Source: an optimization exercise on an open RTL-to-GDS flow (aim: small area, a short achievable clock period and few clock cycles per item). Production flows keep margins and buffers that such runs may drop.

==> module adf4350_plan, before the edit <==
module adf4350_plan (
    input  wire        clk,
    input  wire        rst,           
    input  wire        in_valid,
    output wire        in_ready,
    input  wire [31:0] in_f,          
    input  wire [15:0] in_ref,        
    output wire        out_valid,
    input  wire        out_ready,
    output wire [2:0]  out_div,
    output wire [22:0] out_int,
    output wire [22:0] out_frac,
    output wire [22:0] out_mod
);
    reg        busy;
    reg        done;
    reg [3:0]  cnt;         
    reg [2:0]  div_r;
    reg [22:0] q_r;         
    reg        c_r;         
    reg [2:0]  r5;
    reg [22:0] rem;         
    reg [20:0] mod_q;       
    wire accept = in_valid & in_ready;
    assign in_ready  = ~busy & (~done | out_ready);
    assign out_valid = done;
    reg [2:0] div_sel;
    always @(*) begin
        if      (in_f < 32'd68750)   div_sel = 3'd6;
        else if (in_f < 32'd137500)  div_sel = 3'd5;
        else if (in_f < 32'd275000)  div_sel = 3'd4;
        else if (in_f < 32'd550000)  div_sel = 3'd3;
        else if (in_f < 32'd1100000) div_sel = 3'd2;
        else if (in_f < 32'd2200000) div_sel = 3'd1;
        else                         div_sel = 3'd0;
    end
    wire        odd    = div_sel[0];
    wire [21:0] g_lo   = odd ? {in_f[20:0], 1'b0} : in_f[21:0];
    wire [7:0]  f_d5   = in_f[31:22] / 3'd5;
    wire [2:0]  f_r5   = in_f[31:22] % 3'd5;
    wire [7:0]  top_d5 = odd ? 8'd0 : f_d5;      
    wire [2:0]  top_r5 = odd ? {2'd0, in_f[21]} : f_r5;
    wire [6:0]  top_p  = top_d5[7:1];
    wire [6:0]  f_p    = f_d5[7:1];
    wire        top_q  = (in_ref == 16'd1) && (f_p >= 7'd100);    
    wire [6:0]  top_rm = top_q ? (f_p - 7'd100) : top_p;
    wire [20:0] mod25  = ({5'd0, in_ref} << 4) + ({5'd0, in_ref} << 3) + {5'd0, in_ref};
    wire        zero_in = (cnt < {2'b00, div_r[2:1]});
    wire        n1 = q_r[21] & ~zero_in;
    wire        n2 = q_r[20] & ~zero_in;
    wire [3:0]  t1  = {r5, n1};                  
    wire        c1  = (t1 >= 4'd5);
    wire [2:0]  r51 = c1 ? (t1 - 4'd5) : t1[2:0];
    wire [3:0]  t2  = {r51, n2};
    wire        c2  = (t2 >= 4'd5);
    wire [2:0]  r52 = c2 ? (t2 - 4'd5) : t2[2:0];
    wire [23:0] d1 = {1'b0, rem} - {3'd0, mod_q};
    wire [23:0] d2 = {1'b0, rem} - {2'd0, mod_q, 1'b0};
    wire [23:0] na  = ~{3'd0, mod_q};
    wire [23:0] nb  = ~{2'd0, mod_q, 1'b0};
    wire [23:0] cs  = {1'b0, rem} ^ na ^ nb;
    wire [23:0] cc  = ({1'b0, rem} & na) | ({1'b0, rem} & nb) | (na & nb);
    wire [23:0] d3  = cs + {cc[22:0], 1'b0} + 24'd2;
    wire        ge1 = ~d1[23];
    wire        ge2 = ~d2[23];
    wire        ge3 = ~d3[23];
    wire [1:0]  dig = ge3 ? 2'd3 : ge2 ? 2'd2 : ge1 ? 2'd1 : 2'd0;
    wire [20:0] rhi = ge3 ? d3[20:0] : ge2 ? d2[20:0] : ge1 ? d1[20:0] : rem[20:0];
    wire [22:0] rm2 = {rhi, c_r, c1};
    assign out_div  = div_r;
    assign out_int  = q_r;
    assign out_frac = rem + {22'd0, c_r};
    assign out_mod  = {mod_q, 2'b00};
    always @(posedge clk) begin
        if (rst) begin
            busy <= 1'b0;
            done <= 1'b0;
        end else if (accept) begin
            busy <= 1'b1;
            done <= 1'b0;
        end else if (busy) begin
            if (cnt == 4'd0) begin
                busy <= 1'b0;
                done <= 1'b1;
            end
        end else if (out_ready) begin
            done <= 1'b0;
        end
        if (accept) begin
            div_r <= div_sel;
            cnt   <= 4'd10 + {2'b00, div_sel[2:1]};
            q_r   <= {top_q, g_lo};
            c_r   <= top_d5[0];
            r5    <= top_r5;
            rem   <= {16'd0, top_rm};
            mod_q <= mod25;
        end else if (busy) begin
            cnt <= cnt - 4'd1;
            q_r <= {q_r[22], q_r[19:0], dig};
            c_r <= c2;
            r5  <= r52;
            rem <= rm2;
        end
    end
endmodule
make LEC_CHECK=0 ABC_AREA=1 ABC_CLOCK_PERIOD_IN_PS=3600 CAP_MARGIN=20 CORE_MARGIN=2 CORE_UTILIZATION=40 SETUP_SLACK_MARGIN=3.0 SLEW_MARGIN=20 finish   # period 7.0 ns
run.sh (not shown) runs the stock make flow with config.mk's settings and CLKGATE_MAP_FILE= SYNTH_SCRIPT=/design/flow/synth_recipe.tcl, a recipe that flattens the netlist after the stock synthesis.
Change:
--- a/flow/design.v
+++ b/flow/design.v
@@ -10,21 +10,22 @@
     output wire [2:0]  out_div,
     output wire [22:0] out_int,
     output wire [22:0] out_frac,
     output wire [22:0] out_mod
 );
+    reg        prep;
     reg        busy;
     reg        done;
     reg [3:0]  cnt;         
     reg [2:0]  div_r;
     reg [22:0] q_r;         
     reg        c_r;         
     reg [2:0]  r5;
     reg [22:0] rem;         
     reg [20:0] mod_q;       
     wire accept = in_valid & in_ready;
-    assign in_ready  = ~busy & (~done | out_ready);
+    assign in_ready  = ~prep & ~busy & (~done | out_ready);
     assign out_valid = done;
     reg [2:0] div_sel;
     always @(*) begin
         if      (in_f < 32'd68750)   div_sel = 3'd6;
         else if (in_f < 32'd137500)  div_sel = 3'd5;
@@ -34,18 +35,18 @@
         else if (in_f < 32'd2200000) div_sel = 3'd1;
         else                         div_sel = 3'd0;
     end
     wire        odd    = div_sel[0];
     wire [21:0] g_lo   = odd ? {in_f[20:0], 1'b0} : in_f[21:0];
-    wire [7:0]  f_d5   = in_f[31:22] / 3'd5;
-    wire [2:0]  f_r5   = in_f[31:22] % 3'd5;
-    wire [7:0]  top_d5 = odd ? 8'd0 : f_d5;      
-    wire [2:0]  top_r5 = odd ? {2'd0, in_f[21]} : f_r5;
-    wire [6:0]  top_p  = top_d5[7:1];
-    wire [6:0]  f_p    = f_d5[7:1];
-    wire        top_q  = (in_ref == 16'd1) && (f_p >= 7'd100);    
-    wire [6:0]  top_rm = top_q ? (f_p - 7'd100) : top_p;
+    wire [9:0]  xt     = odd ? {9'd0, in_f[21]} : in_f[31:22];
+    wire        big    = |in_f[31:23];               
+    wire [9:0]  px     = rem[9:0];
+    wire [7:0]  p_d5   = px / 3'd5;                  
+    wire [2:0]  p_r5   = px % 3'd5;
+    wire [6:0]  p_p    = p_d5[7:1];
+    wire        p_q    = q_r[22] && (p_p >= 7'd100);
+    wire [6:0]  p_rm   = p_q ? (p_p - 7'd100) : p_p;
     wire [20:0] mod25  = ({5'd0, in_ref} << 4) + ({5'd0, in_ref} << 3) + {5'd0, in_ref};
     wire        zero_in = (cnt < {2'b00, div_r[2:1]});
     wire        n1 = q_r[21] & ~zero_in;
     wire        n2 = q_r[20] & ~zero_in;
     wire [3:0]  t1  = {r5, n1};                  
@@ -71,15 +72,20 @@
     assign out_int  = q_r;
     assign out_frac = rem + {22'd0, c_r};
     assign out_mod  = {mod_q, 2'b00};
     always @(posedge clk) begin
         if (rst) begin
+            prep <= 1'b0;
             busy <= 1'b0;
             done <= 1'b0;
         end else if (accept) begin
+            prep <= big;
+            busy <= ~big;
+            done <= 1'b0;
+        end else if (prep) begin
+            prep <= 1'b0;
             busy <= 1'b1;
-            done <= 1'b0;
         end else if (busy) begin
             if (cnt == 4'd0) begin
                 busy <= 1'b0;
                 done <= 1'b1;
             end
@@ -87,15 +93,20 @@
             done <= 1'b0;
         end
         if (accept) begin
             div_r <= div_sel;
             cnt   <= 4'd10 + {2'b00, div_sel[2:1]};
-            q_r   <= {top_q, g_lo};
-            c_r   <= top_d5[0];
-            r5    <= top_r5;
-            rem   <= {16'd0, top_rm};
+            q_r   <= {big & (in_ref == 16'd1), g_lo};
+            c_r   <= 1'b0;
+            r5    <= {2'd0, xt[0]};
+            rem   <= big ? {13'd0, xt} : 23'd0;
             mod_q <= mod25;
+        end else if (prep) begin
+            q_r[22] <= p_q;
+            c_r     <= p_d5[0];
+            r5      <= p_r5;
+            rem     <= {16'd0, p_rm};
         end else if (busy) begin
             cnt <= cnt - 4'd1;
             q_r <= {q_r[22], q_r[19:0], dig};
             c_r <= c2;
             r5  <= r52;
After rerunning: Setup slack gains 0.44 ns; via count increases by about 1.7%; count of clock-buffer cells in the layout is unchanged; global-route usage hardly moves; final area increases by about 10%; worst hold slack loses 0.025 ns; utilization increases by 3.8 points; register-to-register slack loses 0.57 ns; die area increases by 0.74%; non-clock buffer count increases by 79; routed wire length increases by about 1.6%.
No functional check of the RTL was part of any run of this note.

* * *

== main ==
adf4350_plan, a different RTL version from the one above (not shown whole).
Size in the first run: roughly 81 flip-flops.
==> module adf4350_plan, before the edit <==
module adf4350_plan (
    input  wire        clk,
    input  wire        rst,           
    input  wire        in_valid,
    output wire        in_ready,
    input  wire [31:0] in_f,          
    input  wire [15:0] in_ref,        
    output wire        out_valid,
    input  wire        out_ready,
    output wire [2:0]  out_div,
    output wire [22:0] out_int,
    output wire [22:0] out_frac,
    output wire [22:0] out_mod
);
    reg        busy;
    reg        done;
    reg [3:0]  cnt;         
    reg [2:0]  div_r;
    reg [23:0] q_r;         
    reg        c_r;         
    reg [2:0]  r5;
    reg [22:0] rem;         
    reg [20:0] mod_q;       
    wire accept = in_valid & in_ready;
    assign in_ready  = ~busy & (~done | out_ready);
    assign out_valid = done;
    reg [2:0] div_sel;
    always @(*) begin
        if      (in_f < 32'd68750)   div_sel = 3'd6;
        else if (in_f < 32'd137500)  div_sel = 3'd5;
        else if (in_f < 32'd275000)  div_sel = 3'd4;
        else if (in_f < 32'd550000)  div_sel = 3'd3;
        else if (in_f < 32'd1100000) div_sel = 3'd2;
        else if (in_f < 32'd2200000) div_sel = 3'd1;
        else                         div_sel = 3'd0;
    end
    wire [5:0]  top_d5 = in_f[31:24] / 3'd5;
    wire [2:0]  top_r5 = in_f[31:24] % 3'd5;
    wire [23:0] f_sh   = div_sel[0] ? {in_f[22:0], 1'b0} : in_f[23:0];
    wire [20:0] mod25  = ({5'd0, in_ref} << 4) + ({5'd0, in_ref} << 3) + {5'd0, in_ref};
    wire        zero_in = (cnt < {2'b00, div_r[2:1]});
    wire        n1 = q_r[23] & ~zero_in;
    wire        n2 = q_r[22] & ~zero_in;
    wire [3:0]  t1  = {r5, n1};                  
    wire        c1  = (t1 >= 4'd5);
    wire [2:0]  r51 = c1 ? (t1 - 4'd5) : t1[2:0];
    wire [3:0]  t2  = {r51, n2};
    wire        c2  = (t2 >= 4'd5);
    wire [2:0]  r52 = c2 ? (t2 - 4'd5) : t2[2:0];
    wire [23:0] d1 = {1'b0, rem} - {3'd0, mod_q};
    wire [23:0] d2 = {1'b0, rem} - {2'd0, mod_q, 1'b0};
    wire [23:0] na  = ~{3'd0, mod_q};
    wire [23:0] nb  = ~{2'd0, mod_q, 1'b0};
    wire [23:0] cs  = {1'b0, rem} ^ na ^ nb;
    wire [23:0] cc  = ({1'b0, rem} & na) | ({1'b0, rem} & nb) | (na & nb);
    wire [23:0] d3  = cs + {cc[22:0], 1'b0} + 24'd2;
    wire        ge1 = ~d1[23];
    wire        ge2 = ~d2[23];
    wire        ge3 = ~d3[23];
    wire [1:0]  dig = ge3 ? 2'd3 : ge2 ? 2'd2 : ge1 ? 2'd1 : 2'd0;
    wire [20:0] rhi = ge3 ? d3[20:0] : ge2 ? d2[20:0] : ge1 ? d1[20:0] : rem[20:0];
    wire [22:0] rm2 = {rhi, c_r, c1};
    assign out_div  = div_r;
    assign out_int  = q_r[22:0];
    assign out_frac = rem + {22'd0, c_r};
    assign out_mod  = {mod_q, 2'b00};
    always @(posedge clk) begin
        if (rst) begin
            busy <= 1'b0;
            done <= 1'b0;
        end else if (accept) begin
            busy <= 1'b1;
            done <= 1'b0;
        end else if (busy) begin
            if (cnt == 4'd0) begin
                busy <= 1'b0;
                done <= 1'b1;
            end
        end else if (out_ready) begin
            done <= 1'b0;
        end
        if (accept) begin
            div_r <= div_sel;
            cnt   <= 4'd11 + {2'b00, div_sel[2:1]};
            q_r   <= f_sh;
            c_r   <= top_d5[0];
            r5    <= top_r5;
            rem   <= {18'd0, top_d5[5:1]};
            mod_q <= mod25;
        end else if (busy) begin
            cnt <= cnt - 4'd1;
            q_r <= {q_r[21:0], dig};
            c_r <= c2;
            r5  <= r52;
            rem <= rm2;
        end
    end
endmodule
export LEC_CHECK = 0
export ABC_AREA = 1
export CAP_MARGIN = 20
export CORE_MARGIN = 2
export CORE_UTILIZATION = 60
export SETUP_SLACK_MARGIN = 2.2
export SLEW_MARGIN = 20
create_clock -name core_clock -period 7.0 [get_ports {clk}]
standard.sh (not shown) runs the stock make flow with config.mk's settings and CLKGATE_MAP_FILE= SYNTH_SCRIPT=/design/flow/synth_recipe.tcl, a recipe that flattens the netlist after the stock synthesis.
==> flow/flow/run.sh <==
#!/bin/bash
set -euo pipefail
export BUFFER_PORTS_ARGS="-buffer_cell sky130_fd_sc_hd__buf_1"
bash standard.sh > orfs_make.log 2>&1
#### Input delta (the feature branch over main)
==> flow/design.v <==
module adf4350_plan (
    input  wire        clk,
    input  wire        rst,           
    input  wire        in_valid,
    output wire        in_ready,
    input  wire [31:0] in_f,          
    input  wire [15:0] in_ref,        
    output wire        out_valid,
    input  wire        out_ready,
    output wire [2:0]  out_div,
    output wire [22:0] out_int,
    output wire [22:0] out_frac,
    output wire [22:0] out_mod
);
    reg        busy;
    reg        done;
    reg [3:0]  cnt;         
    reg [2:0]  div_r;
    reg [23:0] q_r;         
    reg        c_r;         
    reg [2:0]  r5;
    reg [22:0] rem;         
    reg [20:0] mod_q;       
    wire accept = in_valid & in_ready;
    assign in_ready  = ~busy & (~done | out_ready);
    assign out_valid = done;
    reg [2:0] div_sel;
    always @(*) begin
        if      (in_f < 32'd68750)   div_sel = 3'd6;
        else if (in_f < 32'd137500)  div_sel = 3'd5;
        else if (in_f < 32'd275000)  div_sel = 3'd4;
        else if (in_f < 32'd550000)  div_sel = 3'd3;
        else if (in_f < 32'd1100000) div_sel = 3'd2;
        else if (in_f < 32'd2200000) div_sel = 3'd1;
        else                         div_sel = 3'd0;
    end
    wire [5:0]  top_d5 = in_f[31:24] / 3'd5;
    wire [2:0]  top_r5 = in_f[31:24] % 3'd5;
    wire [23:0] f_sh   = div_sel[0] ? {in_f[22:0], 1'b0} : in_f[23:0];
    wire [20:0] mod25  = ({5'd0, in_ref} << 4) + ({5'd0, in_ref} << 3) + {5'd0, in_ref};
    wire        zero_in = (cnt < {2'b00, div_r[2:1]});
    wire        n1 = q_r[23] & ~zero_in;
    wire        n2 = q_r[22] & ~zero_in;
    wire [3:0]  t1  = {r5, n1};                  
    wire        c1  = (t1 >= 4'd5);
    wire [2:0]  r51 = c1 ? (t1 - 4'd5) : t1[2:0];
    wire [23:0] rs1 = {rem, c_r};
    wire [24:0] sb1 = busy ? {2'b00, mod_q, 2'b00} : {25{c_r}};
    wire [24:0] tr1 = {1'b0, rs1} - sb1;
    wire        ge1 = ~tr1[24];
    wire [22:0] rm1 = ge1 ? tr1[22:0] : rs1[22:0];
    wire [3:0]  t2  = {r51, n2};
    wire        c2  = (t2 >= 4'd5);
    wire [2:0]  r52 = c2 ? (t2 - 4'd5) : t2[2:0];
    wire [23:0] rs2 = {rm1, c1};
    wire [24:0] tr2 = {1'b0, rs2} - {2'b00, mod_q, 2'b00};
    wire        ge2 = ~tr2[24];
    wire [22:0] rm2 = ge2 ? tr2[22:0] : rs2[22:0];
    assign out_div  = div_r;
    assign out_int  = q_r[22:0];
    assign out_frac = tr1[23:1];
    assign out_mod  = {mod_q, 2'b00};
    always @(posedge clk) begin
        if (rst) begin
            busy <= 1'b0;
            done <= 1'b0;
        end else if (accept) begin
            busy <= 1'b1;
            done <= 1'b0;
        end else if (busy) begin
            if (cnt == 4'd0) begin
                busy <= 1'b0;
                done <= 1'b1;
            end
        end else if (out_ready) begin
            done <= 1'b0;
        end
        if (accept) begin
            div_r <= div_sel;
            cnt   <= 4'd11 + {2'b00, div_sel[2:1]};
            q_r   <= f_sh;
            c_r   <= top_d5[0];
            r5    <= top_r5;
            rem   <= {18'd0, top_d5[5:1]};
            mod_q <= mod25;
        end else if (busy) begin
            cnt <= cnt - 4'd1;
            q_r <= {q_r[21:0], ge1, ge2};
            c_r <= c2;
            r5  <= r52;
            rem <= rm2;
        end
    end
endmodule
## What came out
- Sequential cell area in the final layout: the feature branch vs main, no meaningful difference
- In the route summary, the feature branch ends up with a via count below that of main.
- Global-route usage was lower in the run labelled main.
- Count of clock-buffer cells in the layout | the feature branch above main
- Diff main -> the feature branch | synthesized area | decrease of 16%
- Diff main -> the feature branch: buffers inserted during post-CTS setup optimization saw an increase, clock net sink count saw little to no change.
No run of this note included a check of the RTL's function; only the layout flow was run.

## re-timing with driven ports
No port has a modelled driver above. Below, the same layouts with a new extraction and two added sets of constraints. Step 1 sets driving cells, clkbuf_16 on the clock port and buf_2 on the other inputs (assumed; they add their load-dependent delay and slew). Step 2 moves the port delays by t, midway between the first and last clock arrival at a register: inputs arrive t later, outputs are due t later. That takes back most of the time a late clock gives input paths. a / b / c = no drivers / after step 1 / after step 2; a / b = the first two.
run | shift t [ns] | setup WS [ns] | latest minus earliest clock arrival (ns)
the first run of note 1 | 0.402 | 2.138 / 2.125 / 1.722 | 0.015 / 0.015
the second run of note 1 | 0.397 | 2.583 / 2.583 / 2.583 | 0.017 / 0.018
main | 0.388 | 2.374 / 2.333 / 2.047 | 0.012 / 0.012
the feature branch | 0.389 | 1.949 / 1.907 / 1.985 | 0.006 / 0.006
After both steps setup and hold are still met in every run listed. The setup slack of the first run of note 1, which loses most, moves by -0.013 ns with the drivers and by -0.416 ns with both steps.
